Source: an optimization exercise on an open RTL-to-GDS flow (aim: small area, a short achievable clock period and few clock cycles per item). Production flows keep margins and buffers that such runs may drop.
Where RTL was checked, it was by simulation tests only, not by an equivalence proof against the original.
No functional check of the RTL was part of runs 3 to 5.

--- flow/config.mk ---
export PLATFORM = sky130hd
export DESIGN_NAME = fpdiv
export DESIGN_NICKNAME = fpdiv
export VERILOG_FILES = /design/flow/design.v
export SDC_FILE = /design/flow/constraint.sdc
export NUM_CORES = 4
export LEC_CHECK = 0
export CAP_MARGIN = 20
export CORE_MARGIN = 2
export CORE_UTILIZATION = 60
export CTS_CLUSTER_DIAMETER = 120
export CTS_CLUSTER_SIZE = 27
export SLEW_MARGIN = 20
--- flow/constraint.sdc ---
create_clock -name core_clock -period 10.0 [get_ports {clk}]
set_input_delay 2.0000 -clock core_clock [delete_from_list [all_inputs] [get_ports {clk}]]
set_output_delay 2.0000 -clock core_clock [all_outputs]
set_load 0.01 [all_outputs]
--- flow/design.v ---
module fpdiv (
    input  wire        clk,
    input  wire        rst,           
    input  wire        in_valid,
    output wire        in_ready,
    input  wire [31:0] in_a,          
    input  wire [31:0] in_b,          
    output reg         out_valid,
    output reg  [31:0] out_result
);
    localparam integer NS = 13;       
    reg        rdy_q;                 
    reg        busy_o;                
    reg        v0;
    reg        s0;                    
    reg  [7:0] ea0, eb0;
    reg [23:0] ma0, mb0;              
    reg        az0, bz0;              
    reg signed [5:0] c0;              
    assign in_ready = ~busy_o;
    wire in_az = (in_a[30:0] == 31'd0);
    wire in_bz = (in_b[30:0] == 31'd0);
    wire in_ha = (in_a[30:23] != 8'd0);
    wire in_hb = (in_b[30:23] != 8'd0);
    wire need_a = ~ma0[23] & ~az0;
    wire need_b = ~mb0[23] & ~bz0;
    always @(posedge clk) begin
        if (rdy_q) begin
            s0  <= in_a[31] ^ in_b[31];
            ea0 <= in_a[30:23];
            eb0 <= in_b[30:23];
            ma0 <= {in_ha, in_a[22:0]};
            mb0 <= {in_hb, in_b[22:0]};
            az0 <= in_az;
            bz0 <= in_bz;
            c0  <= 6'sd0;
        end else begin
            if (need_a) ma0 <= {ma0[22:0], 1'b0};
            if (need_b) mb0 <= {mb0[22:0], 1'b0};
            c0 <= c0 + (need_b ? 6'sd1 : 6'sd0) - (need_a ? 6'sd1 : 6'sd0);
        end
    end
    wire rdy_n = rdy_q ? (~in_valid | (in_ha | in_az) & (in_hb | in_bz))
                       : (~(need_a & ~ma0[22]) & ~(need_b & ~mb0[22]));
    always @(posedge clk) begin
        if (rst) begin
            rdy_q  <= 1'b1;
            busy_o <= 1'b0;
            v0    <= 1'b0;
        end else begin
            rdy_q  <= rdy_n;
            busy_o <= ~rdy_n;
            if (rdy_q) v0 <= in_valid;
        end
    end
    wire v0_go = v0 & rdy_q;
    wire a_nan = (ea0 == 8'hFF) & (ma0[22:0] != 23'd0);
    wire b_nan = (eb0 == 8'hFF) & (mb0[22:0] != 23'd0);
    wire a_inf = (ea0 == 8'hFF) & (ma0[22:0] == 23'd0);
    wire b_inf = (eb0 == 8'hFF) & (mb0[22:0] == 23'd0);
    reg [1:0] spc1;
    always @(*) begin
        if (a_nan | b_nan | (a_inf & b_inf) | (az0 & bz0)) spc1 = 2'd3;
        else if (a_inf | bz0)                               spc1 = 2'd2;
        else if (b_inf | az0)                               spc1 = 2'd1;
        else                                                spc1 = 2'd0;
    end
    wire        a_lt_b = (ma0 < mb0);
    wire [27:0] w0 = a_lt_b ? {3'b000, ma0, 1'b0} : {4'b0000, ma0};
    wire signed [9:0] xa = (ea0 == 8'd0) ? 10'sd1 : $signed({2'b00, ea0});
    wire signed [9:0] xb = (eb0 == 8'd0) ? 10'sd1 : $signed({2'b00, eb0});
    wire signed [9:0] e_hi = xa - xb + {{4{c0[5]}}, c0} + 10'sd127;
    localparam signed [8:0] E_INF  = 9'sd255;
    localparam signed [8:0] E_ZERO = -9'sd24;
    localparam signed [8:0] E_NAN  = 9'h100;
    reg               v1, s1, lt1;
    reg  [1:0]        spc_1;
    reg signed [9:0]  eh1;
    wire signed [9:0] e2v   = eh1 - {9'd0, lt1};
    reg signed [8:0]  ex2;
    always @(*) begin
        case (spc_1)
            2'd3:    ex2 = E_NAN;
            2'd2:    ex2 = E_INF;
            2'd1:    ex2 = E_ZERO;
            default: begin
                if (e2v > 10'sd254)       ex2 = E_INF;
                else if (e2v < -10'sd23)  ex2 = E_ZERO;
                else                      ex2 = e2v[8:0];
            end
        endcase
    end
    localparam integer NP = NS + 2;
    reg [NP-1:0]      v_p;
    reg [NP-1:0]      s_p;
    reg [9*NP-1:0]    e_p;
    reg [23*NP-1:0]   b_p;
    reg [28*NP-1:0]   ws_p;           
    reg [28*NP-1:0]   wc_p;           
    reg [39*NP-1:0]   qd_p;           
    wire [28*NP-1:0] ws_n;
    wire [28*NP-1:0] wc_n;
    wire [3*NP-1:0]  qd_n;
    genvar g;
    generate
        for (g = 1; g <= NS; g = g + 1) begin : st
            wire [22:0] bf  = b_p[23*g +: 23];
            wire [29:0] d1  = {4'b0000, 1'b1, bf, 2'b00};
            wire [29:0] d2  = {3'b000, 1'b1, bf, 3'b000};
            wire [27:0] ws  = ~ws_p[28*g +: 28];
            wire [27:0] wc  = ~wc_p[28*g +: 28];
            reg  [7:0]  k2, k1, k0, kn;
            always @(*) begin
                case (bf[22:20])
                    3'd0: begin k2 = 8'd244; k1 = 8'd252; k0 = 8'd4; kn = 8'd13; end
                    3'd1: begin k2 = 8'd242; k1 = 8'd252; k0 = 8'd6; kn = 8'd15; end
                    3'd2: begin k2 = 8'd241; k1 = 8'd252; k0 = 8'd6; kn = 8'd16; end
                    3'd3: begin k2 = 8'd240; k1 = 8'd252; k0 = 8'd6; kn = 8'd18; end
                    3'd4: begin k2 = 8'd238; k1 = 8'd250; k0 = 8'd8; kn = 8'd20; end
                    3'd5: begin k2 = 8'd236; k1 = 8'd250; k0 = 8'd8; kn = 8'd20; end
                    3'd6: begin k2 = 8'd236; k1 = 8'd248; k0 = 8'd8; kn = 8'd22; end
                    default: begin k2 = 8'd232; k1 = 8'd248; k0 = 8'd8; kn = 8'd24; end
                endcase
            end
            wire [7:0]  t2  = ws[27:20] + wc[27:20] + k2;
            wire [7:0]  t1  = ws[27:20] + wc[27:20] + k1;
            wire [7:0]  t0  = ws[27:20] + wc[27:20] + k0;
            wire [7:0]  tn  = ws[27:20] + wc[27:20] + kn;
            wire        p2  = ~t2[7];
            wire        p1  = ~t1[7] & t2[7];
            wire        n1  = t0[7] & ~tn[7];
            wire        n2  = tn[7];
            wire [29:0] y  = {({28{p1}} & ~d1[29:2]) | ({28{p2}} & ~d2[29:2]) |
                              ({28{n1}} &  d1[29:2]) | ({28{n2}} &  d2[29:2]), 2'b00};
            wire [29:0] a4 = {ws, 2'b00};
            wire [29:0] c4 = {wc, 2'b00};
            wire [29:0] ts = a4 ^ c4 ^ y;
            wire [29:0] tc = (a4 & c4) | (a4 & y) | (c4 & y);
            assign ws_n[28*g +: 28] = ~ts[27:0];
            assign wc_n[28*g +: 28] = ~{tc[26:2], p1 | p2, 2'b00};
            assign qd_n[3*g +: 3]   = {n1 | n2, p2 | n2, p1 | n1};
        end
    endgenerate
    integer n;
    always @(posedge clk) begin
        if (rst) v_p <= {NP{1'b0}};
        else     v_p <= {v_p[NP-2:1], v0_go, 1'b0};
        s_p[1]         <= s0;
        spc_1          <= spc1;
        lt1            <= a_lt_b;
        eh1            <= e_hi;
        b_p[23 +: 23]  <= mb0[22:0];
        ws_p[28 +: 28] <= ~w0;
        wc_p[28 +: 28] <= ~28'd0;
        qd_p[39 +: 39] <= 39'd0;
        e_p[18 +: 9]   <= ex2;
        for (n = 1; n <= NS; n = n + 1) begin
            s_p[n+1]              <= s_p[n];
            if (n >= 2) e_p[9*(n+1) +: 9] <= e_p[9*n +: 9];
            if (n < NS) b_p[23*(n+1) +: 23] <= b_p[23*n +: 23];
            ws_p[28*(n+1) +: 28]  <= ws_n[28*n +: 28];
            wc_p[28*(n+1) +: 28]  <= wc_n[28*n +: 28];
            if (n < NS) qd_p[39*(n+1) +: 39] <= {qd_p[39*n +: 36], qd_n[3*n +: 3]};
        end
    end
    wire [35:0] ld  = qd_p[39*NS +: 36];
    reg  [23:0] lpos, lneg;
    integer j;
    always @(*) begin
        for (j = 0; j < 12; j = j + 1) begin
            lpos[2*j +: 2] = ld[3*j+2] ? 2'b00 : ld[3*j +: 2];
            lneg[2*j +: 2] = ld[3*j+2] ? ld[3*j +: 2] : 2'b00;
        end
    end
    wire [24:0] qa_n = {1'b0, lpos} - {1'b0, lneg};
    reg  [24:0] qa_f;                 
    reg  [2:0]  qd_f;                 
    always @(posedge clk) begin
        qa_f <= qa_n;
        qd_f <= qd_n[3*NS +: 3];
    end
    wire [27:0] fws = ~ws_p[28*(NS+1) +: 28];
    wire [27:0] fwc = ~wc_p[28*(NS+1) +: 28];
    wire [27:0] fw  = fws + fwc;                       
    wire        neg = fw[27];
    wire        z0  = ((fws ^ fwc) == {(fws[26:0] | fwc[26:0]), 1'b0});
    wire signed [3:0] dl  = qd_f[2] ? -$signed({2'b00, qd_f[1:0]}) : $signed({2'b00, qd_f[1:0]});
    wire signed [3:0] tl  = dl - {3'b000, neg};
    wire [24:0]       qam = qa_f - 25'd1;
    wire [23:0]       qv  = {(tl[3] ? qam[21:0] : qa_f[21:0]), tl[1:0]};
    wire signed [8:0] ep  = e_p[9*(NS+1) +: 9];
    wire        subn_p = ep[8] | (ep[7:0] == 8'd0);
    reg         v_e, s_e, stk_e, nan_e, inf_e;
    reg  [7:0]  e8_e;
    reg  [4:0]  sh_e;
    reg  [23:0] q_e;
    always @(posedge clk) begin
        if (rst) v_e <= 1'b0;
        else     v_e <= v_p[NS+1];
        s_e    <= s_p[NS+1];
        nan_e  <= ep[8] & ~ep[7];
        inf_e  <= (ep == E_INF);
        e8_e   <= subn_p ? 8'd0 : ep[7:0];
        sh_e   <= subn_p ? 5'd1 - ep[4:0] : 5'd0;    
        q_e    <= qv;                                  
        stk_e  <= ~z0;
    end
    wire [24:0] x    = {1'b1, q_e};
    wire [49:0] xs   = {x, 25'd0} >> sh_e;
    wire [23:0] m    = xs[49:26];
    wire        gb   = xs[25];
    wire [24:0] lost = ~({25{1'b1}} << sh_e);
    wire        stk  = stk_e | ((x & lost) != 25'd0);
    wire        rnd  = gb & (stk | m[0]);
    wire [30:0] pk   = {e8_e, m[22:0]} + {30'd0, rnd};
    reg  [31:0] res;
    always @(*) begin
        if (nan_e)      res = 32'h7FC00000;
        else if (inf_e) res = {s_e, 8'hFF, 23'd0};
        else            res = {s_e, pk};
    end
    always @(posedge clk) begin
        if (rst) out_valid <= 1'b0;
        else     out_valid <= v_e;
        out_result <= res;
    end
endmodule
--- flow/flow/run.sh ---
#!/bin/bash
# The standard layout, with the full adders left to abc (yosys's full-adder
# extraction, ADDER_MAP_FILE, is turned off) and timing repair aimed at a
# setup margin of 6.7 ns. All output goes to standard_flow.log here; ORFS
# keeps each step's own log under orfs/logs.
set -euo pipefail
bash standard.sh ADDER_MAP_FILE= SETUP_SLACK_MARGIN=6.7 TNS_END_PERCENT=100 finish > standard_flow.log 2>&1
--- flow/standard.sh ---
#!/bin/bash
# synth_recipe.tcl (not shown) runs the flow's synth.tcl, then flattens the netlist and writes it again
# the make line also repeats each setting of config.mk as NAME=value (left out here)
make -C /OpenROAD-flow-scripts/flow DESIGN_CONFIG=/design/flow/config.mk WORK_HOME=/design/flow/orfs CLKGATE_MAP_FILE= SYNTH_SCRIPT=/design/flow/synth_recipe.tcl "${@:-finish}"
==> results by group, run 1 <==
Critical path
  • CP required: 10.62 ns
  • CP Capture Type: flop
  • Crit-path cells: o31ai_4 > a31oi_4 > maj3_2 > maj3_2 > a2111o_1 > nand3_4 > buf_12 > xor2_4 > buf_8 > mux2i_4 > a311oi_2 > buf_4 > maj3_1
  • CP arrival: 3.99 ns
  • Crit start category: flop
  • CP max FO: 12
  • CP peak stage delay: 0.47 ns
  • Most used cell, CP: maj3_2
  • Slowest CP cell: a2111o_1
  • Setup CP Type: flop to flop

STA
  • Min Tclk post-route: 3.37 ns
  • Worst Tran Pin Value: 1.06 ns
  • Hold Violations, Final: 0
  • Fin Setup TNS: 0 ns
  • Setup Skew: 0.0394 ns
  • Final setup violation count: 0
  • Slew HR: 29.1%
  • Max-slew violations: 0
  • Tcrit/Tclk final: 33.7%
  • RSZ-0062 raised after global routing: true
  • Max Freq: 0.297 GHz

Route
  • Drt drc: 0
  • TritonRoute pass-1 iters: 6
  • Post-DRT Antenna Nets: 0
  • Total Routed Length: 153 mm
  • Detailed-route via count: 45,512
  • Starting DRC count in detailed routing: 3,195
  • Vias per Instance: 5.81
  • WL per Instance: 19.5 um

Synth
  • Synth Area per Inst: 10.0 um^2
  • Yosys top cell area share: 45.3%
  • Sequential-to-total area share from yosys stat: 48.5%
  • Proportion of synthesized area in mux cells: 9.41%
  • Cell area after synthesis: 0.0636 mm^2
  • Async S/R FF share, synth: 0%
  • Largest cells by area after synthesis: dfxtp_1 45%, xnor2_1 7.3%, mux2i_1 6.1%, xor2_1 4.6%, nor2_1 3.4%
  • Largest family of logic cells by synthesized area: simple AND/OR/NAND/NOR gates
  • Synthesis warning total: 1
  • Post-synth EDFFs: 67
  • Most frequent cell after synthesis: dfxtp_1
  • Adder-cell share of the synthesized area: 3.11%
  • Cell taking the most area after synthesis: dfxtp_1
  • Synth Register Bits: 1,507
  • Syn Inst Count: 6,343
  • Post-synthesis xor/xnor area fraction: 12.0%
  • Distinct cell type count after synthesis: 106
  • Compound-gate portion of the synthesized area: 12.4%
  • Ys flop type: dfxtp_1
  • Simple-gate share of the synthesized area: 12.4%
  • Most frequent cells after synthesis: 1,440 x dfxtp_1, 572 x nor2_1, 527 x xnor2_1

Clock tree
  • H-tree lvl count: 2
  • CTS root buf: clkbuf_16
  • CTS tree: yes
  • CTS clk-pin slew, worst paths: 0.10 ns
  • Clk sinks: 1,507
  • CTS Buf Count: 61
  • Hold_buf cts: 0
  • Clk Latency, worst-skew pair: 0.74 ns
  • Clk buf depth: 3

Flow run
  • Maxcap violations: 0

Global routing
  • Number of global-route vias before repair: 41,991
  • First-pass GRT wire length: 233 mm
  • Initial antenna violation count: 4
  • Largest net degree at the start of global routing: 94
  • Gr usage total: 26.5%
  • Total gr overflow: 0

Finish
  • Multi-input gate area: 0.0336 mm^2
  • Fillers: 8,286
  • Area Overhead vs Synth: 11.3%
  • Final Cell Area: 0.0708 mm^2
  • Final Net Count: 6,501
  • Reg area: 0.0309 mm^2
  • Layout cells sized above 1: 13.5%

Outcome
  • Status: timing/DRC/antenna clean

Die
  • Ports: 101
  • Core region area: 0.105 mm^2
  • Initial Util: 60.5%
  • Die W: 330 um
  • Die Height: 330 um
  • Total die area: 0.109 mm^2
  • # rows: 119

Placed design
  • RD Place Congestion: 0.872
  • Post-DP HPWL: 105 mm
  • Placed cell areas: 0.0658 mm^2
  • IO Port Bufs: 100

Min path
  • HP Class: flop to flop
## path summary, 6_finish.rpt
check                                 end  cells past startpoint  startpoint  slack [ns]
worst min register to register      ld[9]                      0   qd_p[474]        0.33
worst max-delay path            wc_p[148]                     13   wc_p[132]        6.63
worst max register to register  wc_p[148]                     13   wc_p[132]        6.63
worst min-delay path                ld[9]                      0   qd_p[474]        0.33
## routing by layer
layer | track usage [%] | vias up | part of all wire (%)
li1 | - | 22295 | -
met1 | 35.9 | 21857 | 44
met2 | 45.2 | 1113 | 49
met3 | 3.08 | 243 | 4.3
met4 | 6.81 | 4 | 2.7
met5 | 0 | - | 0.015
## layout make-up
class | instances | area share [%]
clock inverter | 4 | 0.0936
tap | 1391 | 2.46
sequential | 1507 | 43.7
clock buffer | 68 | 2.19
timing repair buffer | 280 | 3.70
inverter | 70 | 0.394
multi-input combinational | 4514 | 47.5
antenna | 3 | 0.0106
## logic make-up after synthesis
logic type                 Yosys count
and+or+nand+nor                   1696
DFF                               1507
AOI/OAI and AO/OA                 1188
xor gates and xnor gates           869
muxes                              540
buffers and inverters              346
adders and majority gates          197
## worst max-delay path: cells and delay by family (launching register included)
family                   cells  cell delay (ns)
adder cells (fa/ha/maj)      3             1.05
AO/OA/AOI/OAI                4             0.96
multiplexers                 1             0.14
AND/OR/NAND/NOR              1             0.18
flip-flops                   1             0.38
XOR/XNOR                     1             0.07
buffers and inverters        3             0.45
## stage by stage
stage / setup WS [ns] / hold slack [ns] / cells / util, %
floorplan: 6.73 / 0.310 / 6343 / -
global placement: 5.52 / 0.309 / 7609 / 62.5
detailed placement: 5.48 / 0.312 / 7609 / 62.5
CTS: 6.58 / 0.321 / 7756 / 65.3
global route: 6.55 / 0.334 / 7834 / 67.3
finish: 6.63 / 0.325 / 7837 / 67.3
## sequential cells by signal (all words and copies together) (netlist names), 10 cells and up
name,flops
mb0,24
e_p,117
eh1,10
qa_f,22
ma0,24
q_e,24
v_p,14
wc_p,313
qd_p,165
out_result,32
b_p,299
ws_p,363
ld,33
s_p,14
## what timing repair did
item / 4_1_cts / 5_1_grt
cloned: 18 / 18
resized for setup: 325 / 322
setup endpoints to repair: 708 / 553
setup buffers: 57 / 60
pin swaps: 33 / 69
## layout by cell type (no fill, tap or decap), types with 67 or more instances in the layout
| cell type | Yosys | routed |
|---|---|---|
| dfxtp_1 | 1440 | 1385 |
| nor3_1 | 79 | 73 |
| mux2_2 | 120 | 119 |
| o211ai_1 | 79 | 79 |
| buf_4 | 7 | 118 |
| edfxtp_1 | 67 | 67 |
| nand3_1 | 107 | 105 |
| maj3_1 | 192 | 183 |
| o21ai_0 | 264 | 230 |
| a21o_1 | 76 | 74 |
| xnor2_1 | 527 | 507 |
| a21oi_1 | 270 | 253 |
| nand2_1 | 474 | 471 |
| xor2_1 | 337 | 309 |
| mux2i_1 | 388 | 359 |
| nor2_1 | 572 | 563 |
| nand2b_1 | 118 | 114 |
| a31oi_1 | 119 | 109 |
Testbench counts, summed over its fixed seeds: cycles 8,136, items 8,000.
==> run 2: changes to the inputs <==
--- a/flow/config.mk
+++ b/flow/config.mk
@@ -7,7 +7,7 @@
 export LEC_CHECK = 0
 export CAP_MARGIN = 20
 export CORE_MARGIN = 2
-export CORE_UTILIZATION = 60
+export CORE_UTILIZATION = 40
 export CTS_CLUSTER_DIAMETER = 120
 export CTS_CLUSTER_SIZE = 27
 export SLEW_MARGIN = 20
==> results by group, run 2 <==
Route
  • WL per Instance: 18.3 um (-6.4%)
  • TritonRoute pass-1 iters: 6 (unchanged)
  • Detailed-route via count: 45,207 (-0.67%)
  • Vias per Instance: 5.27 (-9.2%)
  • Post-DRT Antenna Nets: 0 (unchanged)
  • Starting DRC count in detailed routing: 2,615 (-18%)
  • Drt drc: 0 (unchanged)
  • Total Routed Length: 157 mm (+2.4%)

Synth
  • Most frequent cells after synthesis: 1,440 x dfxtp_1, 572 x nor2_1, 527 x xnor2_1
  • Syn Inst Count: 6,343 (unchanged)
  • Yosys top cell area share: 45.3% (unchanged)
  • Sequential-to-total area share from yosys stat: 48.5% (unchanged)
  • Distinct cell type count after synthesis: 106 (unchanged)
  • Largest cells by area after synthesis: dfxtp_1 45%, xnor2_1 7.3%, mux2i_1 6.1%, xor2_1 4.6%, nor2_1 3.4%
  • Cell taking the most area after synthesis: dfxtp_1
  • Ys flop type: dfxtp_1
  • Synth Register Bits: 1,507 (unchanged)
  • Most frequent cell after synthesis: dfxtp_1
  • Async S/R FF share, synth: 0% (unchanged)
  • Post-synth EDFFs: 67 (unchanged)
  • Synth Area per Inst: 10.0 um^2 (unchanged)
  • Cell area after synthesis: 0.0636 mm^2 (unchanged)
  • Synthesis warning total: 1 (unchanged)

STA
  • Worst Tran Pin Value: 1.05 ns (-0.00919 ns)
  • Setup Skew: 0.0295 ns (-0.00987 ns)
  • Final setup violation count: 0 (unchanged)
  • Tcrit/Tclk final: 33.5% (-0.16 points)
  • Slew HR: 29.7% (+0.61 points)
  • Min Tclk post-route: 3.35 ns (-0.0161 ns)
  • RSZ-0062 raised after global routing: true
  • Fin Setup TNS: 0 ns (unchanged)
  • Max Freq: 0.298 GHz (+0.48%)
  • Hold Violations, Final: 0 (unchanged)
  • Max-slew violations: 0 (unchanged)

Clock tree
  • CTS tree: yes
  • Clk sinks: 1,507 (unchanged)
  • Clk buf depth: 3 (unchanged)
  • Clk Latency, worst-skew pair: 0.68 ns (-0.06 ns)
  • Hold_buf cts: 0 (unchanged)
  • CTS clk-pin slew, worst paths: 0.11 ns (about the same)
  • H-tree lvl count: 3 (+1)
  • CTS Buf Count: 66 (+8.2%)
  • CTS root buf: clkbuf_16

Global routing
  • Largest net degree at the start of global routing: 94 (unchanged)
  • Total gr overflow: 0 (unchanged)
  • Initial antenna violation count: 0 (-4)
  • Gr usage total: 18.1% (-8.4 points)
  • First-pass GRT wire length: 239 mm (+2.8%)
  • Number of global-route vias before repair: 43,345 (+3.2%)

Critical path
  • Reg2reg start: ws_p[132]
  • Worst reg2reg setup slack: 6.65 ns (+0.02 ns)
  • CP arrival: 3.92 ns (-0.07 ns)
  • CP Capture Type: flop
  • CP required: 10.57 ns (-0.05 ns)
  • Crit. Startpoint: ws_p[132]
  • CP max FO: 10 (-2)
  • Crit start category: flop
  • Setup CP Type: flop to flop

Finish
  • Reg area: 0.0310 mm^2 (+0.11%)
  • Most common cell after layout, fill and taps aside: dfxtp_1
  • Top Registers: ws_p x363, wc_p x313, b_p x299
  • Multi-input gate area: 0.0340 mm^2 (+1.0%)
  • Largest register FFs: 363 (unchanged)
  • Area Overhead vs Synth: 14.3%
  • Register bank with the most flops: ws_p
  • Commonest non-fill, non-tap cells in the layout: 1,374 x dfxtp_1, 558 x nor2_1, 503 x xnor2_1
  • Layout cells sized above 1: 15.0% (+1.5 points)
  • Fillers: 14,603 (+76%)
  • Ant. Diodes: 0 (-3)
  • Final Net Count: 6,555 (+0.83%)

Placed design
  • Post-DP HPWL: 106 mm (+1.6%)
  • RD Place Congestion: 0.891 (+2.2%)
  • IO Port Bufs: 100 (unchanged)

Outcome
  • Status: timing/DRC/antenna clean

Die
  • Ports: 101 (unchanged)
  • Die W: 403 um (+22%)
  • # rows: 146 (+23%)
  • Core region area: 0.158 mm^2 (+50%)
  • Die Height: 403 um (+22%)
  • Total die area: 0.162 mm^2 (+49%)
  • Initial Util: 40.2% (-20 points)

Flow run
  • Maxcap violations: 0 (unchanged)

Min path
  • HP Class: flop to flop
  • Hold wc startpoint: qd_p[486]
[run 2: cell families after synthesis]
family / after synthesis / synth area share (%)
DFF: 1507 / 48.5
xor gates and xnor gates: 869 / 12.0
buffers and inverters: 346 / 2.20
adders and majority gates: 197 / 3.11
and+or+nand+nor: 1696 / 12.4
AOI/OAI and AO/OA: 1188 / 12.4
muxes: 540 / 9.41
[run 2: worst paths after layout]
kind | to | depth (start not counted)
worst max-delay path | wc_p[164] | 14
worst min-delay path | ld[21] | 0
worst max register to register | wc_p[164] | 14
worst min register to register | ld[21] | 0
[run 2: per-layer routing]
layer	GRT usage, %	share of wire (%)	vias up
met5	0	0	-
met4	5.60	3.3	0
met3	2.16	3.3	288
met2	33.5	52	921
met1	21.7	42	21594
li1	-	-	22404
[run 2: critical path, stage by stage (launching register included)]
cell and delay (ns):
dfxtp_4 0.37, o31ai_4 0.27, a31oi_2 0.14, maj3_2 0.34, maj3_2 0.34, buf_6 0.14, or2_4 0.26, a32oi_4 0.24
buf_6 0.20, nand3b_1 0.10, buf_6 0.18, nor2_2 0.09, a311oi_2 0.04, buf_4 0.18, maj3_1 0.34
[run 2: cell type report]
cell class | instances | area share (%)
clock buffers | 74 | 2.34
flip-flops and latches | 1507 | 42.6
inverters | 70 | 0.380
well taps | 2072 | 3.56
clock inverters | 8 | 0.162
multi-input cells | 4519 | 46.7
repair buffers | 324 | 4.27
[run 2: repair_timing]
item / 4_1_cts / 5_1_grt
gates resized for setup: 386 / 316
hold endpoints to repair: 0 / 0
pin swaps: 59 / 81
setup endpoints to repair: 713 / 536
setup buffers: 88 / 75
gates cloned: 28 / 15
[run 2: stage by stage]
step / util, % / cells / hold WS (ns) / instance area [um^2] / setup slack, ns
2_1_floorplan: - / 6343 / 0.310 / 63600 / 6.73
3_3_place_gp: 42.1 / 8286 / 0.310 / 66700 / 5.25
3_5_place_dp: 42.1 / 8286 / 0.312 / 66700 / 5.22
4_1_cts: 44.7 / 8484 / 0.326 / 70700 / 6.65
5_1_grt: 46.0 / 8574 / 0.336 / 72700 / 6.52
6_report: 46.0 / 8574 / 0.322 / 72700 / 6.65
==> run 3: changes to the inputs <==
--- a/flow/design.v
+++ b/flow/design.v
@@ -66,7 +66,7 @@
         else                                                spc1 = 2'd0;
     end
     wire        a_lt_b = (ma0 < mb0);
-    wire [27:0] w0 = a_lt_b ? {3'b000, ma0, 1'b0} : {4'b0000, ma0};
+    wire [26:0] w0 = a_lt_b ? {2'b00, ma0, 1'b0} : {3'b000, ma0};
     wire signed [9:0] xa = (ea0 == 8'd0) ? 10'sd1 : $signed({2'b00, ea0});
     wire signed [9:0] xb = (eb0 == 8'd0) ? 10'sd1 : $signed({2'b00, eb0});
     wire signed [9:0] e_hi = xa - xb + {{4{c0[5]}}, c0} + 10'sd127;
@@ -95,20 +95,20 @@
     reg [NP-1:0]      s_p;
     reg [9*NP-1:0]    e_p;
     reg [23*NP-1:0]   b_p;
-    reg [28*NP-1:0]   ws_p;           
-    reg [28*NP-1:0]   wc_p;           
+    reg [27*NP-1:0]   ws_p;           
+    reg [27*NP-1:0]   wc_p;           
     reg [39*NP-1:0]   qd_p;           
-    wire [28*NP-1:0] ws_n;
-    wire [28*NP-1:0] wc_n;
+    wire [27*NP-1:0] ws_n;
+    wire [27*NP-1:0] wc_n;
     wire [3*NP-1:0]  qd_n;
     genvar g;
     generate
         for (g = 1; g <= NS; g = g + 1) begin : st
             wire [22:0] bf  = b_p[23*g +: 23];
-            wire [29:0] d1  = {4'b0000, 1'b1, bf, 2'b00};
-            wire [29:0] d2  = {3'b000, 1'b1, bf, 3'b000};
-            wire [27:0] ws  = ~ws_p[28*g +: 28];
-            wire [27:0] wc  = ~wc_p[28*g +: 28];
+            wire [28:0] d1  = {3'b000, 1'b1, bf, 2'b00};
+            wire [28:0] d2  = {2'b00, 1'b1, bf, 3'b000};
+            wire [26:0] ws  = ~ws_p[27*g +: 27];
+            wire [26:0] wc  = ~wc_p[27*g +: 27];
             reg  [7:0]  k2, k1, k0, kn;
             always @(*) begin
                 case (bf[22:20])
@@ -122,22 +122,24 @@
                     default: begin k2 = 8'd232; k1 = 8'd248; k0 = 8'd8; kn = 8'd24; end
                 endcase
             end
-            wire [7:0]  t2  = ws[27:20] + wc[27:20] + k2;
-            wire [7:0]  t1  = ws[27:20] + wc[27:20] + k1;
-            wire [7:0]  t0  = ws[27:20] + wc[27:20] + k0;
-            wire [7:0]  tn  = ws[27:20] + wc[27:20] + kn;
-            wire        p2  = ~t2[7];
-            wire        p1  = ~t1[7] & t2[7];
-            wire        n1  = t0[7] & ~tn[7];
-            wire        n2  = tn[7];
-            wire [29:0] y  = {({28{p1}} & ~d1[29:2]) | ({28{p2}} & ~d2[29:2]) |
-                              ({28{n1}} &  d1[29:2]) | ({28{n2}} &  d2[29:2]), 2'b00};
-            wire [29:0] a4 = {ws, 2'b00};
-            wire [29:0] c4 = {wc, 2'b00};
-            wire [29:0] ts = a4 ^ c4 ^ y;
-            wire [29:0] tc = (a4 & c4) | (a4 & y) | (c4 & y);
-            assign ws_n[28*g +: 28] = ~ts[27:0];
-            assign wc_n[28*g +: 28] = ~{tc[26:2], p1 | p2, 2'b00};
+            wire [6:0]  est = ws[26:20] + wc[26:20];
+            wire signed [7:0] es = {est[6], est};
+            wire        ge2 = (es >= -$signed(k2));
+            wire        ge1 = (es >= -$signed(k1));
+            wire        ge0 = (es >= -$signed(k0));
+            wire        gen = (es >= -$signed(kn));
+            wire        p2  = ge2;
+            wire        p1  = ge1 & ~ge2;
+            wire        n1  = ~ge0 & gen;
+            wire        n2  = ~gen;
+            wire [28:0] y  = {({27{p1}} & ~d1[28:2]) | ({27{p2}} & ~d2[28:2]) |
+                              ({27{n1}} &  d1[28:2]) | ({27{n2}} &  d2[28:2]), 2'b00};
+            wire [28:0] a4 = {ws, 2'b00};
+            wire [28:0] c4 = {wc, 2'b00};
+            wire [28:0] ts = a4 ^ c4 ^ y;
+            wire [28:0] tc = (a4 & c4) | (a4 & y) | (c4 & y);
+            assign ws_n[27*g +: 27] = ~ts[26:0];
+            assign wc_n[27*g +: 27] = ~{tc[25:2], p1 | p2, 2'b00};
             assign qd_n[3*g +: 3]   = {n1 | n2, p2 | n2, p1 | n1};
         end
     endgenerate
@@ -150,16 +152,16 @@
         lt1            <= a_lt_b;
         eh1            <= e_hi;
         b_p[23 +: 23]  <= mb0[22:0];
-        ws_p[28 +: 28] <= ~w0;
-        wc_p[28 +: 28] <= ~28'd0;
+        ws_p[27 +: 27] <= ~w0;
+        wc_p[27 +: 27] <= ~27'd0;
         qd_p[39 +: 39] <= 39'd0;
         e_p[18 +: 9]   <= ex2;
         for (n = 1; n <= NS; n = n + 1) begin
             s_p[n+1]              <= s_p[n];
             if (n >= 2) e_p[9*(n+1) +: 9] <= e_p[9*n +: 9];
-            if (n < NS) b_p[23*(n+1) +: 23] <= b_p[23*n +: 23];
-            ws_p[28*(n+1) +: 28]  <= ws_n[28*n +: 28];
-            wc_p[28*(n+1) +: 28]  <= wc_n[28*n +: 28];
+            b_p[23*(n+1) +: 23]   <= b_p[23*n +: 23];
+            ws_p[27*(n+1) +: 27]  <= ws_n[27*n +: 27];
+            wc_p[27*(n+1) +: 27]  <= wc_n[27*n +: 27];
             if (n < NS) qd_p[39*(n+1) +: 39] <= {qd_p[39*n +: 36], qd_n[3*n +: 3]};
         end
     end
@@ -179,11 +181,15 @@
         qa_f <= qa_n;
         qd_f <= qd_n[3*NS +: 3];
     end
-    wire [27:0] fws = ~ws_p[28*(NS+1) +: 28];
-    wire [27:0] fwc = ~wc_p[28*(NS+1) +: 28];
-    wire [27:0] fw  = fws + fwc;                       
-    wire        neg = fw[27];
-    wire        z0  = ((fws ^ fwc) == {(fws[26:0] | fwc[26:0]), 1'b0});
+    wire [26:0] fws = ~ws_p[27*(NS+1) +: 27];
+    wire [26:0] fwc = ~wc_p[27*(NS+1) +: 27];
+    wire [26:0] fb  = {2'b01, b_p[23*(NS+1) +: 23], 2'b00};
+    wire [26:0] fw  = fws + fwc;                       
+    wire        neg = fw[26];
+    wire [26:0] zs  = fws ^ fwc ^ fb;
+    wire [26:0] zc  = {(fws[25:0] & fwc[25:0] | fws[25:0] & fb[25:0] | fwc[25:0] & fb[25:0]), 1'b0};
+    wire        z0  = ((fws ^ fwc) == {(fws[25:0] | fwc[25:0]), 1'b0});
+    wire        zb  = ((zs ^ zc) == {(zs[25:0] | zc[25:0]), 1'b0});
     wire signed [3:0] dl  = qd_f[2] ? -$signed({2'b00, qd_f[1:0]}) : $signed({2'b00, qd_f[1:0]});
     wire signed [3:0] tl  = dl - {3'b000, neg};
     wire [24:0]       qam = qa_f - 25'd1;
@@ -203,7 +209,7 @@
         e8_e   <= subn_p ? 8'd0 : ep[7:0];
         sh_e   <= subn_p ? 5'd1 - ep[4:0] : 5'd0;    
         q_e    <= qv;                                  
-        stk_e  <= ~z0;
+        stk_e  <= ~(z0 | zb);
     end
     wire [24:0] x    = {1'b1, q_e};
     wire [49:0] xs   = {x, 25'd0} >> sh_e;
==> flow/flow/run.sh (replaced) <==
#!/bin/bash
# The standard layout, with the full adders left to abc (yosys's full-adder
# extraction, ADDER_MAP_FILE, is turned off) and timing repair aimed at a
# setup margin of 6.45 ns. All output goes to standard_flow.log here; ORFS
# keeps each step's own log under orfs/logs.
set -euo pipefail
bash standard.sh ADDER_MAP_FILE= SETUP_SLACK_MARGIN=6.45 TNS_END_PERCENT=100 finish > standard_flow.log 2>&1
--- a/flow/config.mk
+++ b/flow/config.mk
@@ -8,6 +8,4 @@
 export CAP_MARGIN = 20
 export CORE_MARGIN = 2
 export CORE_UTILIZATION = 40
-export CTS_CLUSTER_DIAMETER = 120
-export CTS_CLUSTER_SIZE = 27
 export SLEW_MARGIN = 20
==> results by group, run 3 <==
Critical path
  • CP max FO: 7 (-3)
  • CP arrival: 4.50 ns (+0.58 ns)
  • CP delay by family, top: simple AND/OR/NAND/NOR gates
  • Crit-path cells: or4_4 > maj3_2 > maj3_2 > o21ai_4 > a41oi_2 > o41ai_4 > xor2_2 > a211oi_2 > nand3_2 > or4_4 > nor4_4 > xor2_1
  • Crit start category: flop
  • CP peak stage delay: 0.55 ns (+0.18 ns)
  • CP Capture Type: flop
  • Setup CP Type: flop to flop
  • Slowest CP cell: or4_4
  • Crit path buf inv count: 0 (-4)
  • CP required: 10.69 ns (+0.12 ns)

Synth
  • Synth Area per Inst: 10.1 um^2 (+0.95%)
  • Async S/R FF share, synth: 0% (unchanged)
  • Syn Inst Count: 5,843 (-7.9%)
  • Most frequent cell after synthesis: dfxtp_1
  • Sequential-to-total area share from yosys stat: 52.0% (+3.6 points)
  • Synthesis warning total: 1 (unchanged)
  • Cell taking the most area after synthesis: dfxtp_1
  • Post-synth EDFFs: 67 (unchanged)
  • Yosys top cell area share: 48.6% (+3.3 points)
  • Largest cells by area after synthesis: dfxtp_1 49%, xnor2_1 9.0%, maj3_1 4.2%, nor2_1 4.0%, edfxtp_1 3.4%
  • Ys flop type: dfxtp_1
  • Distinct cell type count after synthesis: 102 (-3.8%)
  • Most frequent cells after synthesis: 1,438 x dfxtp_1, 625 x nor2_1, 610 x xnor2_1
  • Cell area after synthesis: 0.0592 mm^2 (-7.0%)
  • Synth Register Bits: 1,505 (-0.13%)

Route
  • Drt drc: 0 (unchanged)
  • Met3 routed wirelength: 5.49 mm (+7.3%)
  • TritonRoute pass-1 iters: 6 (unchanged)
  • Top Layer Used: met4
  • Starting DRC count in detailed routing: 2,473 (-5.4%)
  • Metal2 WL: 78.0 mm (-3.4%)
  • Detailed-route via count: 42,848 (-5.2%)
  • WL per Instance: 18.5 um (+1.5%)
  • Total Routed Length: 153 mm (-2.6%)
  • Post-DRT Antenna Nets: 0 (unchanged)
  • Vias per Instance: 5.21 (-1.2%)
  • Wire length on met1: 62.5 mm (-4.8%)

Clock tree
  • H-tree lvl count: 4 (+1)
  • Clk sinks: 1,505 (-0.13%)
  • Clk buf depth: 3 (unchanged)
  • Clk Latency, worst-skew pair: 0.78 ns (+0.10 ns)
  • CTS clk-pin slew, worst paths: 0.06 ns (-0.05 ns)
  • Hold_buf cts: 0 (unchanged)
  • CTS tree: yes
  • CTS Buf Count: 153 (+130%)
  • CTS root buf: clkbuf_16

Global routing
  • Largest net degree at the start of global routing: 97 (+3.2%)
  • Total gr overflow: 0 (unchanged)
  • First-pass GRT wire length: 232 mm (-3.0%)
  • Number of global-route vias before repair: 41,153 (-5.1%)
  • Gr usage total: 19.2% (+1.1 points)
  • Initial antenna violation count: 5 (+5)

Finish
  • Finished Layout Cells: 8,225 (-4.1%)
  • Final Cell Area: 0.0735 mm^2 (+1.1%)
  • Top Registers: ws_p x350, b_p x322, wc_p x301
  • Final Util: 49.9% (+3.9 points)
  • Most common cell after layout, fill and taps aside: dfxtp_1
  • Final Net Count: 6,236 (-4.9%)
  • Area Overhead vs Synth: 24.2%
  • Commonest non-fill, non-tap cells in the layout: 1,394 x dfxtp_1, 573 x xnor2_1, 524 x nor2_1
  • Fillers: 12,924 (-11%)
  • Layout cells sized above 1: 20.1% (+5.0 points)
  • Largest register FFs: 350 (-3.6%)
  • Register bank with the most flops: ws_p

Placed design
  • Placed cell areas: 0.0620 mm^2 (-7.0%)
  • IO Port Bufs: 100 (unchanged)
  • Post-DP HPWL: 98.1 mm (-7.7%)
  • Placed Instances: 7,669 (-7.4%)
  • RD Place Congestion: 0.907 (+1.8%)

Die
  • Ports: 101 (unchanged)
  • Initial Util: 40.2% (-0.054 points)
  • Core region area: 0.147 mm^2 (-6.9%)
  • Die Height: 389 um (-3.5%)
  • Total die area: 0.151 mm^2 (-6.9%)
  • Die W: 389 um (-3.5%)
  • # rows: 141 (-3.4%)

STA
  • RSZ-0062 raised after global routing: true
  • Max Freq: 0.262 GHz (-12%)
  • Tcrit/Tclk final: 38.1% (+4.6 points)
  • Setup Skew: 0.0352 ns (+0.00573 ns)
  • Slew HR: 25.1% (-4.6 points)
  • Hold Violations, Final: 0 (unchanged)
  • Min Tclk post-route: 3.81 ns (+0.462 ns)
  • Tightest hold margin: 0.310 ns (-0.0125 ns)
  • Worst Tran Pin Value: 1.12 ns (+0.0629 ns)
  • Fin Setup TNS: 0 ns (unchanged)
  • Final setup violation count: 0 (unchanged)
  • Max-slew violations: 0 (unchanged)

Flow run
  • Maxcap violations: 0 (unchanged)

Min path
  • HP Class: flop to flop

Outcome
  • Status: timing/DRC/antenna clean
-- run 3: timing repair --
item,CTS,global route
pin swaps,159,188
cloned,40,9
buffers inserted,154,71
setup endpoints to repair,634,470
resized for setup,483,395
-- run 3: area by class of cell --
class	instances	area (um^2)	share of cell area [%]
well taps	1930	2410	3.28
clock buffers	228	4560	6.20
inverters	109	434	0.591
multi-input cells	4017	30500	41.5
flip-flops and latches	1505	30900	42.0
repair buffers	383	4090	5.56
clock inverters	52	621	0.844
diodes	1	2.50	0.00340
-- run 3: routing by layer --
metal  track usage [%]  vias to the layer above
met5                 0                        -
li1                  -                    21116
met2              34.8                      950
met3              2.85                      330
met4              8.35                        0
met1              22.4                    20452
-- run 3: through the flow --
stage	setup WS, ns
after global routing	6.09
after floorplan	6.38
final	6.19
after detailed placement	5.35
after global placement	5.37
after CTS	6.13
-- run 3: path summary, 6_finish.rpt --
check / from / end / slack, ns / cells after the start
worst max-delay path: wc_p[380] / q_e[22] / 6.19 / 12
worst max register to register: wc_p[380] / q_e[22] / 6.19 / 12
worst min register to register: e_p[82] / e_p[91] / 0.31 / 0
worst min-delay path: e_p[82] / e_p[91] / 0.31 / 0
-- run 3: logic make-up after synthesis --
| logic type | after synthesis | share of synthesized area [%] |
|---|---|---|
| and+or+nand+nor | 1469 | 11.3 |
| muxes | 121 | 2.56 |
| DFF | 1505 | 52.0 |
| xor gates and xnor gates | 836 | 12.5 |
| AOI/OAI and AO/OA | 1277 | 14.4 |
| adders and majority gates | 284 | 4.88 |
| buffers and inverters | 351 | 2.36 |
-- run 3: worst reg2reg max path, cell delays in order, from the launching register on --
cell and delay (ns):
dfxtp_2 0.32, or4_4 0.54, maj3_2 0.34, maj3_2 0.34, o21ai_4 0.09, a41oi_2 0.17
o41ai_4 0.35, xor2_2 0.15, a211oi_2 0.37, nand3_2 0.16, or4_4 0.55, nor4_4 0.18
xor2_1 0.19
==> run 4: changes to the inputs <==
--- a/flow/design.v
+++ b/flow/design.v
@@ -95,52 +95,42 @@
     reg [NP-1:0]      s_p;
     reg [9*NP-1:0]    e_p;
     reg [23*NP-1:0]   b_p;
-    reg [27*NP-1:0]   ws_p;           
-    reg [27*NP-1:0]   wc_p;           
+    reg [27*NP-1:0]   w_p;            
     reg [39*NP-1:0]   qd_p;           
-    wire [27*NP-1:0] ws_n;
-    wire [27*NP-1:0] wc_n;
+    wire [27*NP-1:0] w_n;
     wire [3*NP-1:0]  qd_n;
     genvar g;
     generate
         for (g = 1; g <= NS; g = g + 1) begin : st
             wire [22:0] bf  = b_p[23*g +: 23];
-            wire [28:0] d1  = {3'b000, 1'b1, bf, 2'b00};
-            wire [28:0] d2  = {2'b00, 1'b1, bf, 3'b000};
-            wire [26:0] ws  = ~ws_p[27*g +: 27];
-            wire [26:0] wc  = ~wc_p[27*g +: 27];
-            reg  [7:0]  k2, k1, k0, kn;
+            wire [24:0] b1  = {2'b01, bf};
+            wire [24:0] b2  = {1'b1, bf, 1'b0};
+            wire [26:0] w   = w_p[27*g +: 27];
+            wire signed [5:0] est = w[26:21];
+            reg  signed [5:0] m2, m1;
             always @(*) begin
                 case (bf[22:20])
-                    3'd0: begin k2 = 8'd244; k1 = 8'd252; k0 = 8'd4; kn = 8'd13; end
-                    3'd1: begin k2 = 8'd242; k1 = 8'd252; k0 = 8'd6; kn = 8'd15; end
-                    3'd2: begin k2 = 8'd241; k1 = 8'd252; k0 = 8'd6; kn = 8'd16; end
-                    3'd3: begin k2 = 8'd240; k1 = 8'd252; k0 = 8'd6; kn = 8'd18; end
-                    3'd4: begin k2 = 8'd238; k1 = 8'd250; k0 = 8'd8; kn = 8'd20; end
-                    3'd5: begin k2 = 8'd236; k1 = 8'd250; k0 = 8'd8; kn = 8'd20; end
-                    3'd6: begin k2 = 8'd236; k1 = 8'd248; k0 = 8'd8; kn = 8'd22; end
-                    default: begin k2 = 8'd232; k1 = 8'd248; k0 = 8'd8; kn = 8'd24; end
+                    3'd0: begin m2 = 6'sd6;  m1 = 6'sd2; end
+                    3'd1: begin m2 = 6'sd7;  m1 = 6'sd3; end
+                    3'd2: begin m2 = 6'sd8;  m1 = 6'sd3; end
+                    3'd3: begin m2 = 6'sd9;  m1 = 6'sd3; end
+                    3'd4: begin m2 = 6'sd10; m1 = 6'sd4; end
+                    3'd5: begin m2 = 6'sd10; m1 = 6'sd4; end
+                    3'd6: begin m2 = 6'sd11; m1 = 6'sd4; end
+                    default: begin m2 = 6'sd12; m1 = 6'sd5; end
                 endcase
             end
-            wire [6:0]  est = ws[26:20] + wc[26:20];
-            wire signed [7:0] es = {est[6], est};
-            wire        ge2 = (es >= -$signed(k2));
-            wire        ge1 = (es >= -$signed(k1));
-            wire        ge0 = (es >= -$signed(k0));
-            wire        gen = (es >= -$signed(kn));
-            wire        p2  = ge2;
-            wire        p1  = ge1 & ~ge2;
-            wire        n1  = ~ge0 & gen;
-            wire        n2  = ~gen;
-            wire [28:0] y  = {({27{p1}} & ~d1[28:2]) | ({27{p2}} & ~d2[28:2]) |
-                              ({27{n1}} &  d1[28:2]) | ({27{n2}} &  d2[28:2]), 2'b00};
-            wire [28:0] a4 = {ws, 2'b00};
-            wire [28:0] c4 = {wc, 2'b00};
-            wire [28:0] ts = a4 ^ c4 ^ y;
-            wire [28:0] tc = (a4 & c4) | (a4 & y) | (c4 & y);
-            assign ws_n[27*g +: 27] = ~ts[26:0];
-            assign wc_n[27*g +: 27] = ~{tc[25:2], p1 | p2, 2'b00};
-            assign qd_n[3*g +: 3]   = {n1 | n2, p2 | n2, p1 | n1};
+            wire        p2  = (est >= m2);
+            wire        p1  = (est >= m1) & ~p2;
+            wire        n2  = (est < -m2);
+            wire        n1  = (est < -m1) & ~n2;
+            wire        one = p1 | n1;
+            wire        two = p2 | n2;
+            wire        pos = p1 | p2;
+            wire [24:0] y   = ((({25{one}} & b1) | ({25{two}} & b2)) ^ {25{pos}});
+            wire [24:0] t   = w[24:0] + y + {24'd0, pos};
+            assign w_n[27*g +: 27] = {t, 2'b00};
+            assign qd_n[3*g +: 3]  = {n1 | n2, two, one};
         end
     endgenerate
     integer n;
@@ -152,16 +142,14 @@
         lt1            <= a_lt_b;
         eh1            <= e_hi;
         b_p[23 +: 23]  <= mb0[22:0];
-        ws_p[27 +: 27] <= ~w0;
-        wc_p[27 +: 27] <= ~27'd0;
+        w_p[27 +: 27]  <= w0;
         qd_p[39 +: 39] <= 39'd0;
         e_p[18 +: 9]   <= ex2;
         for (n = 1; n <= NS; n = n + 1) begin
             s_p[n+1]              <= s_p[n];
             if (n >= 2) e_p[9*(n+1) +: 9] <= e_p[9*n +: 9];
             b_p[23*(n+1) +: 23]   <= b_p[23*n +: 23];
-            ws_p[27*(n+1) +: 27]  <= ws_n[27*n +: 27];
-            wc_p[27*(n+1) +: 27]  <= wc_n[27*n +: 27];
+            w_p[27*(n+1) +: 27]   <= w_n[27*n +: 27];
             if (n < NS) qd_p[39*(n+1) +: 39] <= {qd_p[39*n +: 36], qd_n[3*n +: 3]};
         end
     end
@@ -181,15 +169,11 @@
         qa_f <= qa_n;
         qd_f <= qd_n[3*NS +: 3];
     end
-    wire [26:0] fws = ~ws_p[27*(NS+1) +: 27];
-    wire [26:0] fwc = ~wc_p[27*(NS+1) +: 27];
+    wire [26:0] fw  = w_p[27*(NS+1) +: 27];           
     wire [26:0] fb  = {2'b01, b_p[23*(NS+1) +: 23], 2'b00};
-    wire [26:0] fw  = fws + fwc;                       
     wire        neg = fw[26];
-    wire [26:0] zs  = fws ^ fwc ^ fb;
-    wire [26:0] zc  = {(fws[25:0] & fwc[25:0] | fws[25:0] & fb[25:0] | fwc[25:0] & fb[25:0]), 1'b0};
-    wire        z0  = ((fws ^ fwc) == {(fws[25:0] | fwc[25:0]), 1'b0});
-    wire        zb  = ((zs ^ zc) == {(zs[25:0] | zc[25:0]), 1'b0});
+    wire        z0  = (fw == 27'd0);
+    wire        zb  = ((fw ^ fb) == {(fw[25:0] | fb[25:0]), 1'b0});
     wire signed [3:0] dl  = qd_f[2] ? -$signed({2'b00, qd_f[1:0]}) : $signed({2'b00, qd_f[1:0]});
     wire signed [3:0] tl  = dl - {3'b000, neg};
     wire [24:0]       qam = qa_f - 25'd1;
==> flow/flow/run.sh (replaced) <==
#!/bin/bash
# The standard layout, with the full adders left to abc (yosys's full-adder
# extraction, ADDER_MAP_FILE, is turned off) and timing repair aimed at a
# setup margin of 6.6 ns. All output goes to standard_flow.log here; ORFS
# keeps each step's own log under orfs/logs.
set -euo pipefail
bash standard.sh ADDER_MAP_FILE= SETUP_SLACK_MARGIN=6.6 TNS_END_PERCENT=100 finish > standard_flow.log 2>&1
--- a/flow/config.mk
+++ b/flow/config.mk
@@ -8,4 +8,6 @@
 export CAP_MARGIN = 20
 export CORE_MARGIN = 2
 export CORE_UTILIZATION = 40
+export CTS_CLUSTER_DIAMETER = 120
+export CTS_CLUSTER_SIZE = 25
 export SLEW_MARGIN = 20
==> results by group, run 4 <==
STA
  • Worst Tran Pin Value: 1.07 ns (-0.0491 ns)
  • Fin Setup TNS: 0 ns (unchanged)
  • RSZ-0062 raised after global routing: true
  • Setup Skew: 0.0611 ns (+0.0259 ns)
  • Max Freq: 0.192 GHz (-27%)
  • Final setup violation count: 0 (unchanged)
  • Tcrit/Tclk final: 52.0% (+14 points)
  • Hold Violations, Final: 0 (unchanged)
  • Slew HR: 28.8% (+3.7 points)
  • Min Tclk post-route: 5.20 ns (+1.38 ns)
  • Max-slew violations: 0 (unchanged)

Critical path
  • Reg2reg start: b_p[205]
  • Crit path buf inv count: 2 (+2)
  • CP Capture Type: flop
  • Worst path depth: 21 (+9)
  • Setup CP Type: flop to flop
  • Slowest CP cell: o211ai_1
  • CP delay by family, top: compound AO/OA/AOI/OAI gates
  • CP peak stage delay: 0.52 ns (-0.03 ns)
  • Setup crit end: w_p[268]
  • Cells on worst reg2reg path: 21 (+9)
  • CP required: 10.62 ns (-0.07 ns)
  • Reg2reg end: w_p[268]
  • Worst reg2reg setup slack: 4.80 ns (-1.38 ns)
  • Crit-path cells: buf_4 > buf_4 > o211a_1 > o21ai_0 > a221o_1 > nor2b_4 > or2_4 > o211ai_1 > xnor2_1 > nor4_1 > nand3_1 > nand3_2 > and2_4 > a221o_1 > a32oi_2 > o31ai_2 > maj3_2 > maj3_2 > maj3_2 > maj3_2 > xor2_1
  • CP arrival: 5.81 ns (+1.31 ns)
  • Crit. Startpoint: b_p[205]
  • CP max FO: 6 (-1)
  • Most used cell, CP: maj3_2
  • Crit start category: flop

Placed design
  • Post-DP HPWL: 96.8 mm (-1.4%)
  • RD Place Congestion: 0.881 (-2.9%)
  • IO Port Bufs: 100 (unchanged)
  • Placed Instances: 7,353 (-4.1%)

Route
  • Vias per Instance: 5.47 (+5.0%)
  • Total Routed Length: 153 mm (+0.25%)
  • Post-DRT Antenna Nets: 0 (unchanged)
  • TritonRoute pass-1 iters: 9 (+3)
  • Starting DRC count in detailed routing: 3,301 (+33%)
  • WL per Instance: 18.4 um (-0.83%)
  • Drt drc: 0 (unchanged)
  • Detailed-route via count: 45,483 (+6.1%)

Die
  • Die Height: 375 um (-3.6%)
  • Initial Util: 40.1% (-0.045 points)
  • # rows: 136 (-3.5%)
  • Core region area: 0.137 mm^2 (-7.0%)
  • Die W: 375 um (-3.6%)
  • Ports: 101 (unchanged)
  • Total die area: 0.140 mm^2 (-7.0%)

Synth
  • Syn Inst Count: 5,676 (-2.9%)
  • Async S/R FF share, synth: 0% (unchanged)
  • Most frequent cell after synthesis: dfxtp_1
  • Synth Area per Inst: 9.68 um^2 (-4.4%)
  • Sequential-to-total area share from yosys stat: 45.1% (-7.0 points)
  • Post-synth EDFFs: 67 (unchanged)
  • Largest family of logic cells by synthesized area: compound AO/OA/AOI/OAI gates
  • Largest cells by area after synthesis: dfxtp_1 41%, xnor2_1 11%, edfxtp_1 3.7%, xor2_1 3.6%, maj3_1 3.3%
  • Ys flop type: dfxtp_1
  • Synthesis warning total: 1 (unchanged)
  • Cell taking the most area after synthesis: dfxtp_1
  • Compound-gate portion of the synthesized area: 18.6% (+4.3 points)
  • Proportion of synthesized area in mux cells: 2.32% (-0.24 points)
  • Distinct cell type count after synthesis: 121 (+19%)
  • Most frequent cells after synthesis: 1,137 x dfxtp_1, 669 x xnor2_1, 369 x nand2_1
  • Adder-cell share of the synthesized area: 3.85% (-1.0 points)
  • Cell area after synthesis: 0.0550 mm^2 (-7.1%)
  • Simple-gate share of the synthesized area: 12.3% (+1.0 points)
  • Yosys top cell area share: 41.4% (-7.2 points)
  • Post-synthesis xor/xnor area fraction: 14.4% (+1.9 points)
  • Synth Register Bits: 1,204 (-20%)

Finish
  • Fillers: 11,538 (-11%)
  • Finished Layout Cells: 8,315 (+1.1%)
  • Largest register FFs: 350 (unchanged)
  • Commonest non-fill, non-tap cells in the layout: 1,042 x dfxtp_1, 547 x buf_4, 536 x xnor2_1
  • Area Overhead vs Synth: 35.5%
  • Top Registers: w_p x350, b_p x322, qd_p x165
  • Final Net Count: 6,572 (+5.4%)
  • Register bank with the most flops: w_p
  • Most common cell after layout, fill and taps aside: dfxtp_1
  • Layout cells sized above 1: 34.1% (+14 points)

Clock tree
  • H-tree lvl count: 2 (-2)
  • Clk sinks: 1,204 (-20%)
  • Clk buf depth: 3 (unchanged)
  • CTS root buf: clkbuf_16
  • CTS Buf Count: 55 (-64%)
  • CTS clk-pin slew, worst paths: 0.10 ns (+0.04 ns)
  • CTS tree: yes
  • Clk Latency, worst-skew pair: 0.74 ns (-0.04 ns)

Global routing
  • Largest net degree at the start of global routing: 105 (+8.2%)
  • Initial antenna violation count: 5 (unchanged)
  • First-pass GRT wire length: 235 mm (+1.0%)
  • Gr usage total: 20.3% (+1.1 points)
  • Grt peak-use layer: met2
  • Met2 Use GR: 35.8% (+1.0 points)
  • Grt met1 use: 26.1% (+3.7 points)
  • Number of global-route vias before repair: 43,433 (+5.5%)
  • Total gr overflow: 0 (unchanged)
  • Met3 Use GR: 2.30% (-0.55 points)

Min path
  • HP Class: flop to flop
  • Hold Crit Depth: 0 (unchanged)

Outcome
  • Status: timing/DRC/antenna clean

Flow run
  • Maxcap violations: 0 (unchanged)
run 4: logic make-up after synthesis:
kind of cell               Yosys count
buffers and inverters              464
xor gates and xnor gates           899
DFF                               1204
muxes                               87
AOI/OAI and AO/OA                 1452
and+or+nand+nor                   1362
adders and majority gates          208
run 4: metal layers:
metal / routed length, um / share of wire (%)
met3: 6890 / 4.5
met2: 76300 / 50
met1: 65200 / 43
met4: 4510 / 2.9
met5: 0 / 0
run 4: how the worst min path moves through the flow:
stage	slack, ns	end	startpoint
after global placement	0.31	e_p[83]	e_p[74]
final	0.31	e_p[100]	e_p[91]
after floorplan	0.31	e_p[100]	e_p[91]
after detailed placement	0.31	e_p[115]	e_p[106]
after CTS	0.32	e_p[100]	e_p[91]
after global routing	0.33	qd_p[441]	qd_p[399]
run 4: final cells by class:
cell class | instances | area [um^2] | area share, %
Clock buffer | 65 | 1420 | 1.91
Clock inverter | 6 | 105 | 0.141
Sequential cell | 1204 | 25100 | 33.7
Timing Repair Buffer | 1001 | 9660 | 13.0
Timing Repair inverter | 1 | 8.76 | 0.0118
Multi-Input combinational cell | 4027 | 35100 | 47.1
Tap cell | 1794 | 2240 | 3.01
Inverter | 215 | 848 | 1.14
Antenna cell | 2 | 5.00 | 0.00672
run 4: repair_timing:
| action | in CTS | in global routing |
|---|---|---|
| pin swaps | 459 | 432 |
| buffers inserted | 590 | 263 |
| endpoints found under the setup margin | 355 | 296 |
| resized for setup | 873 | 620 |
| cloned | 36 | 0 |
| hold buffers | 0 | 0 |
run 4: worst reg2reg max path: stages, from the launching register on:
cell and delay [ns]:
dfxtp_4 0.39, buf_4 0.12, buf_4 0.11, o211a_1 0.12
o21ai_0 0.06, a221o_1 0.41, nor2b_4 0.19, or2_4 0.28
o211ai_1 0.52, xnor2_1 0.24, nor4_1 0.12, nand3_1 0.12
nand3_2 0.11, and2_4 0.19, a221o_1 0.33, a32oi_2 0.29
o31ai_2 0.11, maj3_2 0.34, maj3_2 0.32, maj3_2 0.32
maj3_2 0.31, xor2_1 0.14
run 4: metrics by stage:
step / area [um^2] / worst slack (ns) / utilization, % / hold WS, ns
global placement: 59100 / 4.26 / 43.1 / 0.310
detailed placement: 59100 / 4.10 / 43.1 / 0.312
global route: 74500 / 4.58 / 54.4 / 0.325
CTS: 69500 / 4.68 / 50.7 / 0.318
floorplan: 57100 / 5.10 / - / 0.310
finish: 74500 / 4.80 / 54.4 / 0.315
==> run 5: changes to the inputs <==
==> flow/flow/run.sh (replaced) <==
#!/bin/bash
# The standard layout, with timing repair aimed at a setup margin of 6.6 ns
# and run on every violating endpoint. All output goes to standard_flow.log
# here; ORFS keeps each step's own log under orfs/logs.
set -euo pipefail
bash standard.sh SETUP_SLACK_MARGIN=6.6 TNS_END_PERCENT=100 finish > standard_flow.log 2>&1
==> results by group, run 5 <==
Outcome
  • Status: timing/DRC/antenna clean

Die
  • Total die area: 0.150 mm^2 (+7.1%)
  • Initial Util: 40.4% (+0.24 points)
  • Ports: 101 (unchanged)
  • Die W: 388 um (+3.5%)
  • Core region area: 0.146 mm^2 (+6.5%)
  • # rows: 140 (+2.9%)
  • Die Height: 388 um (+3.5%)

Synth
  • Most frequent cell after synthesis: dfxtp_1
  • Synth Register Bits: 1,204 (unchanged)
  • Ys flop type: dfxtp_1
  • Synthesis warning total: 1 (unchanged)
  • Distinct cell type count after synthesis: 100 (-17%)
  • Yosys top cell area share: 38.6% (-2.8 points)
  • Async S/R FF share, synth: 0% (unchanged)
  • Most frequent cells after synthesis: 1,137 x dfxtp_1, 632 x ha_1, 488 x xnor2_1
  • Largest cells by area after synthesis: dfxtp_1 39%, ha_1 13%, xnor2_1 7.3%, edfxtp_1 3.4%, a22oi_1 3.2%
  • Syn Inst Count: 5,993 (+5.6%)
  • Cell area after synthesis: 0.0589 mm^2 (+7.2%)
  • Post-synth EDFFs: 67 (unchanged)
  • Synth Area per Inst: 9.83 um^2 (+1.5%)
  • Sequential-to-total area share from yosys stat: 42.1% (-3.0 points)
  • Cell taking the most area after synthesis: dfxtp_1

Finish
  • Finished Layout Cells: 8,678 (+4.4%)
  • Most common cell after layout, fill and taps aside: dfxtp_1
  • Largest register FFs: 350 (unchanged)
  • Final Net Count: 7,450 (+13%)
  • Layout cells sized above 1: 27.9% (-6.3 points)
  • Top Registers: w_p x350, b_p x322, qd_p x165
  • Commonest non-fill, non-tap cells in the layout: 1,094 x dfxtp_1, 545 x ha_1, 450 x buf_4
  • Area Overhead vs Synth: 29.0%
  • Register bank with the most flops: w_p

Route
  • Post-DRT Antenna Nets: 0 (unchanged)
  • WL per Instance: 18.3 um (-0.60%)
  • Total Routed Length: 159 mm (+3.7%)
  • Drt drc: 0 (unchanged)
  • Detailed-route via count: 46,236 (+1.7%)
  • Starting DRC count in detailed routing: 2,556 (-23%)
  • TritonRoute pass-1 iters: 7 (-2)
  • Vias per Instance: 5.33 (-2.6%)

Placed design
  • Post-DP HPWL: 109 mm (+13%)
  • RD Place Congestion: 0.877 (-0.48%)
  • IO Port Bufs: 100 (unchanged)
  • Placed Instances: 7,905 (+7.5%)

STA
  • Max-slew violations: 0 (unchanged)
  • Worst Tran Pin Value: 1.03 ns (-0.0378 ns)
  • Setup Skew: 0.0565 ns (-0.00460 ns)
  • Max Freq: 0.183 GHz (-4.7%)
  • Hold Violations, Final: 0 (unchanged)
  • Fin Setup TNS: 0 ns (unchanged)
  • RSZ-0062 raised after global routing: true
  • Tcrit/Tclk final: 54.5% (+2.5 points)
  • Slew HR: 31.3% (+2.5 points)
  • Min Tclk post-route: 5.45 ns (+0.254 ns)
  • Final setup violation count: 0 (unchanged)

Clock tree
  • H-tree lvl count: 2 (unchanged)
  • CTS root buf: clkbuf_16
  • CTS clk-pin slew, worst paths: 0.11 ns (about the same)
  • Clk buf depth: 3 (unchanged)
  • Clk sinks: 1,204 (unchanged)
  • Clk Latency, worst-skew pair: 0.72 ns (-0.02 ns)
  • CTS tree: yes
  • CTS Buf Count: 54 (-1.8%)

Critical path
  • Crit start category: flop
  • CP required: 10.63 ns (about the same)
  • CP Capture Type: flop
  • Slowest CP cell: dfxtp_4
  • Setup CP Type: flop to flop
  • CP max FO: 6 (unchanged)
  • CP arrival: 6.08 ns (+0.27 ns)
  • CP peak stage delay: 0.38 ns (-0.14 ns)

Flow run
  • Maxcap violations: 0 (unchanged)

Global routing
  • Largest net degree at the start of global routing: 102 (-2.9%)
  • First-pass GRT wire length: 242 mm (+3.3%)
  • Number of global-route vias before repair: 44,900 (+3.4%)
  • Gr usage total: 19.7% (-0.58 points)
  • Initial antenna violation count: 0 (-5)
  • Total gr overflow: 0 (unchanged)

Min path
  • HP Class: flop to flop
==> run 5: stage by stage <==
step	setup WS (ns)	cell area [um^2]	util (%)	hold slack, ns
final	4.55	76000	52.1	0.296
after global routing	4.39	76000	52.1	0.320
after CTS	4.69	71600	49.1	0.300
after detailed placement	3.75	63300	43.4	0.312
after global placement	3.77	63300	43.4	0.311
after floorplan	4.72	60800	-	0.310
==> run 5: cells by family (layout without fill, tap and decap cells) <==
logic type                 Yosys count  count (layout)  synth area share, %
AOI/OAI and AO/OA                 1498            1507                 16.9
and+or+nand+nor                   1374            1384                 11.7
DFF                               1204            1204                 42.1
xor gates and xnor gates           683             683                 10.2
adders and majority gates          643             643                 13.7
buffers and inverters              482            1195                 3.14
muxes                              108             108                 2.36
other                                1              37              0.00637
==> run 5: critical path, delay by kind of cell (launching register included) <==
family                     cells  cell delay (ns)
xor gates and xnor gates       2             0.31
adders and majority gates      3             0.87
and+or+nand+nor                4             0.51
AOI/OAI and AO/OA             17             3.26
buffers and inverters          2             0.08
DFF                            1             0.38
==> run 5: timing repair <==
| action | 4_1_cts | 5_1_grt |
|---|---|---|
| pin swaps | 485 | 449 |
| hold buffers | 0 | 0 |
| gates resized for setup | 716 | 553 |
| setup endpoints to repair | 384 | 336 |
| cloned | 22 | 3 |
| hold endpoints to repair | 0 | 0 |
| buffers inserted | 463 | 215 |
==> run 5: final cells by class <==
class                   instances  area, um^2
flip-flops and latches       1204       24900
clock inverters                 4        76.3
multi-input cells            4361       38400
clock buffers                  65        1460
repair buffers                801        7380
diodes                          1        2.50
inverters                     325        1320
fillers                     12701       69900
well taps                    1917        2400
==> run 5: layer usage <==
layer	wire length, um	vias up	global-route usage (%)
li1	-	22795	-
met1	71200	22321	25.7
met2	77700	905	34.6
met3	5690	215	1.85
met4	4130	0	5.21
met5	0	-	0
==> run 5: path summary, 6_finish.rpt <==
kind	start	slack, ns	cells after the start	endpoint
hold reg to reg	qd_p[438]	0.30	0	qd_p[480]
setup / recovery	b_p[275]	4.55	28	w_p[350]
setup reg to reg	b_p[275]	4.55	28	w_p[350]
hold / removal	qd_p[438]	0.30	0	qd_p[480]

==> afterwards: timing with drivers on the ports <==
No port has a modelled driver above. Below, the same layouts with a new extraction and two added sets of constraints. Step 1 sets driving cells, clkbuf_16 on the clock port and buf_2 on the other inputs (assumed; they add their load-dependent delay and slew). Step 2 adds t to the input delays and takes it off the output delays; t is the mean of the earliest and latest rising clock arrival at the registers after step 1. Input paths then give back, and output paths get back, about the clock's delay inside the block. Three values: ideal, step 1, step 2; two values: the first two.
run	t, ns	slack for setup (ns)	clock arrival spread, ns	worst slew at a driven data input, ns
run 1	0.801	6.633 / 6.633 / 6.104	0.052 / 0.052	0.04
run 2	0.750	6.649 / 6.649 / 6.157	0.040 / 0.040	0.06
run 3	0.843	6.187 / 6.187 / 5.899	0.035 / 0.035	0.06
run 4	0.776	4.804 / 4.804 / 4.804	0.074 / 0.073	0.04
run 5	0.764	4.549 / 4.549 / 4.549	0.060 / 0.060	0.04
After both steps setup and hold are still met in every run listed. For run 1, which loses most, drivers alone change the setup slack by 0.000 ns; drivers and shift together by -0.529 ns.
